This design comes from an exercise in tuning for small area, a short achievable clock period and few clock cycles per item on the open sky130 flow, not from production work. RTL that was checked went through simulation tests only; none was proved equivalent to the original.

==> inputs of run a <==
==> flow/design.v (excerpt) <==
module linkcore_dp (
    input  wire        clk,
    input  wire        rst,         
    input  wire        op_valid,
    output wire        op_ready,
    input  wire [7:0]  op_code,
    input  wire [31:0] op_a,
    input  wire [31:0] op_b,
    output reg         res_valid,
    output reg         res_err,
    output wire [31:0] res_data,
    output wire [31:0] key,
    output wire [31:0] csum,
    output wire [31:0] localkey,
    output wire [31:0] remotekey,
    output wire [31:0] err
);
    localparam [31:0] CSUM_SEED      = 32'h0000_15A0;
    localparam [31:0] MASK_OFS_NEG   = 32'hFE00_0000;   
    localparam [31:0] MASK_CONST     = 32'h2079_6220;
    localparam [31:0] REMOTE_KEY_XOR = 32'h6F64_6573;
    localparam [31:0] KDF_C0         = 32'h4B61_7761;
    localparam [31:0] KDF_C1         = 32'h7365_646F;
    reg [31:0] key_r, nk_r, csum_r, lkey_r, rkey_r, opr_r;
    reg [9:0]  err_bits;
    reg [7:0]  last_err;
    reg        pend;    
    reg        fin;     
    assign op_ready  = ~fin;
    assign key       = key_r;
    assign csum      = csum_r;
  ...
==> module linkcore_dp, before the edit <==
module linkcore_dp (
    input  wire        clk,
    input  wire        rst,         
    input  wire        op_valid,
    output wire        op_ready,
    input  wire [7:0]  op_code,
    input  wire [31:0] op_a,
    input  wire [31:0] op_b,
    output reg         res_valid,
    output reg         res_err,
    output wire [31:0] res_data,
    output wire [31:0] key,
    output wire [31:0] csum,
    output wire [31:0] localkey,
    output wire [31:0] remotekey,
    output wire [31:0] err
);
    localparam [31:0] CSUM_SEED      = 32'h0000_15A0;
    localparam [31:0] MASK_OFS_NEG   = 32'hFE00_0000;   
    localparam [31:0] MASK_CONST     = 32'h2079_6220;
    localparam [31:0] REMOTE_KEY_XOR = 32'h6F64_6573;
    localparam [31:0] KDF_C0         = 32'h4B61_7761;
    localparam [31:0] KDF_C1         = 32'h7365_646F;
    reg [31:0] key_r, nk_r, csum_r, lkey_r, rkey_r, opr_r;
    reg [9:0]  err_bits;
    reg [7:0]  last_err;
    reg        pend;    
    reg        fin;     
    assign op_ready  = ~fin;
    assign key       = key_r;
    assign csum      = csum_r;
    assign localkey  = lkey_r;
    assign remotekey = rkey_r;
    assign err       = {8'd0, last_err, 6'd0, err_bits};
    assign res_data  = opr_r;
    function [31:0] kdf_fn(input [31:0] w);
        reg [31:0] n, i, s, v;
        begin
            n = (w - 32'h200) >> 3;
            i = ((n & 32'h3F80) << 1) | ((n & 32'h4000) << 2) | (n & 32'h7F) | 32'h0038_0000;
            s = (i >> 8) + (i >> 16);
            v = (s << 24) | i | 32'h8080_8080;
            kdf_fn = {v[7:0], v[15:8], v[23:16], v[31:24]} ^ (v[9] ? KDF_C1 : KDF_C0);
        end
    endfunction
    wire [3:0] opc      = op_code[3:0];
    wire       hi_zero  = (op_code[7:4] == 4'h0);
    wire       reserved = !hi_zero || (opc == 4'hA) || (opc == 4'hD)
                       || (opc == 4'hE) || (opc == 4'hF);
    wire       misaligned = (op_a[1:0] != 2'b00);
    wire       acc      = op_valid & ~fin;
    wire       is_kadv  = hi_zero && (opc == 4'h7);
    wire       is_mask  = hi_zero && (opc == 4'h8);
    wire       is_crypt = hi_zero && (opc == 4'h9);
    wire       is_payw  = hi_zero && (opc == 4'hB);
    wire       is_seal  = hi_zero && (opc == 4'hC);
    wire       adv_op   = is_kadv || is_crypt || is_seal || (is_payw && !misaligned);
    wire [31:0] m_out;
    lc_adv u_adv (.x(pend ? key_r : nk_r), .y(m_out));
    wire [15:0] fold_res;
    lc_fold u_fold (.x(csum_r ^ (op_code[3] ? op_b : op_a)), .y(fold_res));
    wire [31:0] or_csum = csum_r | {op_a[15:0], 16'd0};
    wire [31:0] nm_a    = MASK_OFS_NEG - op_a;    
    wire [31:0] nm_b    = MASK_OFS_NEG - op_b;
    wire [31:0] kmask   = is_mask ? key_r : (pend ? 32'd0 : nk_r);
    wire [31:0] crypt_r = op_b ^ nm_a ^ MASK_CONST ^ kmask;
    wire [31:0] seal_r  = or_csum ^ nm_b ^ MASK_CONST ^ kmask;
    always @(posedge clk) begin
        if (rst) begin
            key_r     <= 32'd0;
            nk_r      <= 32'd1;       
            pend      <= 1'b0;
            fin       <= 1'b0;
            csum_r    <= CSUM_SEED;
            lkey_r    <= 32'd0;
            rkey_r    <= 32'd0;
            opr_r     <= 32'd0;
            err_bits  <= 10'd0;
            last_err  <= 8'd0;
            res_valid <= 1'b0;
            res_err   <= 1'b0;
        end else begin
            res_valid <= 1'b0;
            res_err   <= 1'b0;
            if (pend) begin
                nk_r <= m_out;
                pend <= 1'b0;
            end
            if (fin) begin
                fin       <= 1'b0;
                res_valid <= 1'b1;
                key_r     <= nk_r;
                nk_r      <= m_out;
                opr_r     <= opr_r ^ nk_r;
            end else if (op_valid) begin
                res_valid <= !(adv_op && pend);
                if (adv_op) begin
                    if (pend) fin <= 1'b1;
                    else begin
                        key_r <= nk_r;
                        nk_r  <= m_out;
                    end
                end
                if (reserved) begin
                    res_err     <= 1'b1;
                    err_bits[6] <= 1'b1;
                    last_err    <= 8'd7;
                end else begin
                    case (opc)
                        4'h1: begin csum_r <= CSUM_SEED; opr_r <= CSUM_SEED; end
                        4'h2: begin csum_r <= {16'd0, fold_res}; opr_r <= {16'd0, fold_res}; end
                        4'h3: begin csum_r <= or_csum; opr_r <= or_csum; end
                        4'h4: begin
                            if (op_a < 32'h200) begin
                                res_err     <= 1'b1;
                                err_bits[4] <= 1'b1;
                                last_err    <= 8'd5;
                            end else begin
                                lkey_r <= kdf_fn(op_a);
                                opr_r  <= kdf_fn(op_a);
                            end
                        end
                        4'h5: begin rkey_r <= op_a ^ REMOTE_KEY_XOR; opr_r <= op_a ^ REMOTE_KEY_XOR; end
                        4'h6: begin key_r <= rkey_r; opr_r <= rkey_r; pend <= 1'b1; end
                        4'h7: opr_r <= pend ? 32'd0 : nk_r;
                        4'h8: opr_r <= crypt_r;
                        4'h9: opr_r <= crypt_r;
                        4'hB: begin
                            if (misaligned) begin
                                res_err     <= 1'b1;
                                err_bits[8] <= 1'b1;
                                last_err    <= 8'd9;
                            end else begin
                                csum_r <= {16'd0, fold_res};
                                opr_r  <= crypt_r;
                            end
                        end
                        4'hC: begin
                            csum_r <= or_csum;
                            opr_r  <= seal_r;
                        end
                        default: ;
                    endcase
                end
            end
        end
    end
endmodule
make LEC_CHECK=0 CAP_MARGIN=20 CORE_MARGIN=2 CORE_UTILIZATION=40 SLEW_MARGIN=20 finish   # period 10.0 ns
run.sh (not shown) runs the stock make flow with config.mk's settings and CLKGATE_MAP_FILE= SYNTH_SCRIPT=/design/flow/synth_recipe.tcl, a recipe that flattens the netlist after the stock synthesis.
==> run b: changes against run a <==
--- a/flow/design.v
+++ b/flow/design.v
@@ -21,18 +21,14 @@
     localparam [31:0] REMOTE_KEY_XOR = 32'h6F64_6573;
     localparam [31:0] KDF_C0         = 32'h4B61_7761;
     localparam [31:0] KDF_C1         = 32'h7365_646F;
-    reg [31:0] key_r, nk_r, csum_r, lkey_r, rkey_r, opr_r;
-    reg [9:0]  err_bits;
-    reg [7:0]  last_err;
-    reg        pend;    
-    reg        fin;     
-    assign op_ready  = ~fin;
-    assign key       = key_r;
-    assign csum      = csum_r;
-    assign localkey  = lkey_r;
-    assign remotekey = rkey_r;
-    assign err       = {8'd0, last_err, 6'd0, err_bits};
-    assign res_data  = opr_r;
+    reg [31:0] key_r, nk_r, csum_r, rkey_r, mr_r;
+    reg [31:0] lk_r;     
+    reg        lk_w;     
+    reg        eb4, eb6, eb8;    
+    reg [1:0]  ecode;    
+    reg        pend;     
+    reg        fin;      
+    reg        s_csum, s_lk, s_rk, s_key, s_mr;    
     function [31:0] kdf_fn(input [31:0] w);
         reg [31:0] n, i, s, v;
         begin
@@ -43,12 +39,38 @@
             kdf_fn = {v[7:0], v[15:8], v[23:16], v[31:24]} ^ (v[9] ? KDF_C1 : KDF_C0);
         end
     endfunction
+    wire [31:0] lk_view;
+    genvar gi;
+    generate
+        for (gi = 0; gi < 32; gi = gi + 1) begin : g_lk
+            if (gi == 7 || gi == 10 || gi == 11 || gi == 14 || gi == 15 || gi == 23 || gi == 31)
+                assign lk_view[gi] = lk_w;
+            else if (gi == 13)
+                assign lk_view[gi] = 1'b0;
+            else if (gi == 12)
+                assign lk_view[gi] = lk_r[17];
+            else if (gi == 9)
+                assign lk_view[gi] = lk_w & ~lk_r[17];
+            else
+                assign lk_view[gi] = lk_r[gi];
+        end
+    endgenerate
+    assign op_ready  = ~fin;
+    assign key       = key_r;
+    assign csum      = csum_r;
+    assign localkey  = lk_view;
+    assign remotekey = rkey_r;
+    assign err       = {8'd0, 4'd0, ecode == 2'd3, ecode == 2'd1 || ecode == 2'd2,
+                        ecode == 2'd2, ecode != 2'd0, 6'd0,
+                        1'b0, eb8, 1'b0, eb6, 1'b0, eb4, 4'd0};
+    assign res_data  = ({32{s_csum}} & csum_r) | ({32{s_lk}} & lk_view)
+                     | ({32{s_rk}} & rkey_r) | ({32{s_key}} & key_r)
+                     | ({32{s_mr}} & mr_r);
     wire [3:0] opc      = op_code[3:0];
     wire       hi_zero  = (op_code[7:4] == 4'h0);
     wire       reserved = !hi_zero || (opc == 4'hA) || (opc == 4'hD)
                        || (opc == 4'hE) || (opc == 4'hF);
     wire       misaligned = (op_a[1:0] != 2'b00);
-    wire       acc      = op_valid & ~fin;
     wire       is_kadv  = hi_zero && (opc == 4'h7);
     wire       is_mask  = hi_zero && (opc == 4'h8);
     wire       is_crypt = hi_zero && (opc == 4'h9);
@@ -65,80 +87,94 @@
     wire [31:0] kmask   = is_mask ? key_r : (pend ? 32'd0 : nk_r);
     wire [31:0] crypt_r = op_b ^ nm_a ^ MASK_CONST ^ kmask;
     wire [31:0] seal_r  = or_csum ^ nm_b ^ MASK_CONST ^ kmask;
+    wire [31:0] kd      = kdf_fn(op_a);
+    always @(posedge clk) begin
+        if (pend || fin || (op_valid && adv_op))
+            nk_r <= m_out;
+        if (fin)
+            mr_r <= mr_r ^ nk_r;
+        else if (op_valid && !reserved) begin
+            if (is_mask || is_crypt || (is_payw && !misaligned))
+                mr_r <= crypt_r;
+            else if (is_seal)
+                mr_r <= seal_r;
+        end
+    end
     always @(posedge clk) begin
         if (rst) begin
             key_r     <= 32'd0;
-            nk_r      <= 32'd1;       
-            pend      <= 1'b0;
+            pend      <= 1'b1;
             fin       <= 1'b0;
             csum_r    <= CSUM_SEED;
-            lkey_r    <= 32'd0;
+            lk_r      <= 32'd0;
+            lk_w      <= 1'b0;
             rkey_r    <= 32'd0;
-            opr_r     <= 32'd0;
-            err_bits  <= 10'd0;
-            last_err  <= 8'd0;
+            eb4       <= 1'b0;
+            eb6       <= 1'b0;
+            eb8       <= 1'b0;
+            ecode     <= 2'd0;
+            s_csum    <= 1'b0;
+            s_lk      <= 1'b1;       
+            s_rk      <= 1'b0;
+            s_key     <= 1'b0;
+            s_mr      <= 1'b0;
             res_valid <= 1'b0;
             res_err   <= 1'b0;
         end else begin
             res_valid <= 1'b0;
             res_err   <= 1'b0;
-            if (pend) begin
-                nk_r <= m_out;
+            if (pend)
                 pend <= 1'b0;
-            end
             if (fin) begin
                 fin       <= 1'b0;
                 res_valid <= 1'b1;
                 key_r     <= nk_r;
-                nk_r      <= m_out;
-                opr_r     <= opr_r ^ nk_r;
             end else if (op_valid) begin
                 res_valid <= !(adv_op && pend);
                 if (adv_op) begin
                     if (pend) fin <= 1'b1;
-                    else begin
-                        key_r <= nk_r;
-                        nk_r  <= m_out;
-                    end
+                    else key_r <= nk_r;
                 end
                 if (reserved) begin
-                    res_err     <= 1'b1;
-                    err_bits[6] <= 1'b1;
-                    last_err    <= 8'd7;
+                    res_err <= 1'b1;
+                    eb6     <= 1'b1;
+                    ecode   <= 2'd2;
                 end else begin
+                    if (opc == 4'h1 || opc == 4'h2 || opc == 4'h3 || opc == 4'h5 ||
+                        opc == 4'h6 || opc == 4'h7 || opc == 4'h8 || opc == 4'h9 ||
+                        opc == 4'hC || (opc == 4'h4 && op_a >= 32'h200) ||
+                        (opc == 4'hB && !misaligned)) begin
+                        s_csum <= (opc == 4'h1 || opc == 4'h2 || opc == 4'h3);
+                        s_lk   <= (opc == 4'h4);
+                        s_rk   <= (opc == 4'h5);
+                        s_key  <= (opc == 4'h6 || opc == 4'h7);
+                        s_mr   <= (opc == 4'h8 || opc == 4'h9 || opc == 4'hB || opc == 4'hC);
+                    end
                     case (opc)
-                        4'h1: begin csum_r <= CSUM_SEED; opr_r <= CSUM_SEED; end
-                        4'h2: begin csum_r <= {16'd0, fold_res}; opr_r <= {16'd0, fold_res}; end
-                        4'h3: begin csum_r <= or_csum; opr_r <= or_csum; end
+                        4'h1: csum_r <= CSUM_SEED;
+                        4'h2: csum_r <= {16'd0, fold_res};
+                        4'h3: csum_r <= or_csum;
                         4'h4: begin
                             if (op_a < 32'h200) begin
-                                res_err     <= 1'b1;
-                                err_bits[4] <= 1'b1;
-                                last_err    <= 8'd5;
+                                res_err <= 1'b1;
+                                eb4     <= 1'b1;
+                                ecode   <= 2'd1;
                             end else begin
-                                lkey_r <= kdf_fn(op_a);
-                                opr_r  <= kdf_fn(op_a);
+                                lk_r <= kd;
+                                lk_w <= 1'b1;
                             end
                         end
-                        4'h5: begin rkey_r <= op_a ^ REMOTE_KEY_XOR; opr_r <= op_a ^ REMOTE_KEY_XOR; end
-                        4'h6: begin key_r <= rkey_r; opr_r <= rkey_r; pend <= 1'b1; end
-                        4'h7: opr_r <= pend ? 32'd0 : nk_r;
-                        4'h8: opr_r <= crypt_r;
-                        4'h9: opr_r <= crypt_r;
+                        4'h5: rkey_r <= op_a ^ REMOTE_KEY_XOR;
+                        4'h6: begin key_r <= rkey_r; pend <= 1'b1; end
                         4'hB: begin
                             if (misaligned) begin
-                                res_err     <= 1'b1;
-                                err_bits[8] <= 1'b1;
-                                last_err    <= 8'd9;
-                            end else begin
+                                res_err <= 1'b1;
+                                eb8     <= 1'b1;
+                                ecode   <= 2'd3;
+                            end else
                                 csum_r <= {16'd0, fold_res};
-                                opr_r  <= crypt_r;
-                            end
-                        end
-                        4'hC: begin
-                            csum_r <= or_csum;
-                            opr_r  <= seal_r;
                         end
+                        4'hC: csum_r <= or_csum;
                         default: ;
                     endcase
                 end
==> summary of the runs <==
Between run a and run b, the lower flip-flop and latch count is in run a (gap 2).
Of run b and run a, run a has the higher register-to-register slack (gap 710 ps).
Via count: run a is larger than run b (about 12%).
Between run a and run b, the lower count of clock-buffer cells in the layout is in run b (gap 4).
Against run a, the routed wire length of run b is lower by 13%.
==> figures <==
Min setup slack post-route: run b 3060 ps; run a 3770 ps
Instance count after placement with tap cells included: run b 3030; run a 3224
Core Rows: run b 80; run a 81
Status: run b timing/DRC/antenna clean; run a timing/DRC/antenna clean
Detailed-route wire length on metal 1: run b 34400 microns; run a 36700 microns
Relative slew margins: run b 27.3%; run a 31.3%
Clock network area share: run b 2.67%; run a 2.46%
Total core area: run b 47900 sq um; run a 48700 sq um
Width of the die: run b 225 microns; run a 226 microns
Detailed Place HPWL: run b 61800 microns; run a 70100 microns
Average wire per standard cell: run b 25.3 microns; run a 27.3 microns
Testbench counts of run a, summed over its fixed seeds: cycles 2,645, ops 2,637.
The RTL of run b was laid out without a check of its function.

what the ideal ports hide:
The flow's constraints put no driver on any port. The routed layouts listed below were extracted and timed again, unchanged, in two steps. Step 1, drivers: a clkbuf_16 drives clk and a buf_2 each remaining input, both assumed. Step 2 adds t to the input delays and takes it off the output delays; t is the mean of the earliest and latest rising clock arrival at the registers after step 1. Input paths then give back, and output paths get back, about the clock's delay inside the block. Three values: ideal ports, drivers, drivers and shift; two values: the first two.
run	t, ns	setup WS [ns]	worst setup path at the end	latest minus earliest clock arrival (ns)	worst register clock-pin slew, ns
run a	0.559	3.766 / 3.766 / 3.540	input to register	0.013 / 0.013	0.08 / 0.08
run b	0.556	3.058 / 3.058 / 3.058	register to register	0.010 / 0.011	0.09 / 0.09
After both steps every run listed still meets setup and hold. The setup slack of run a, which loses most, moves by 0.000 ns with the drivers and by -0.226 ns with both steps.
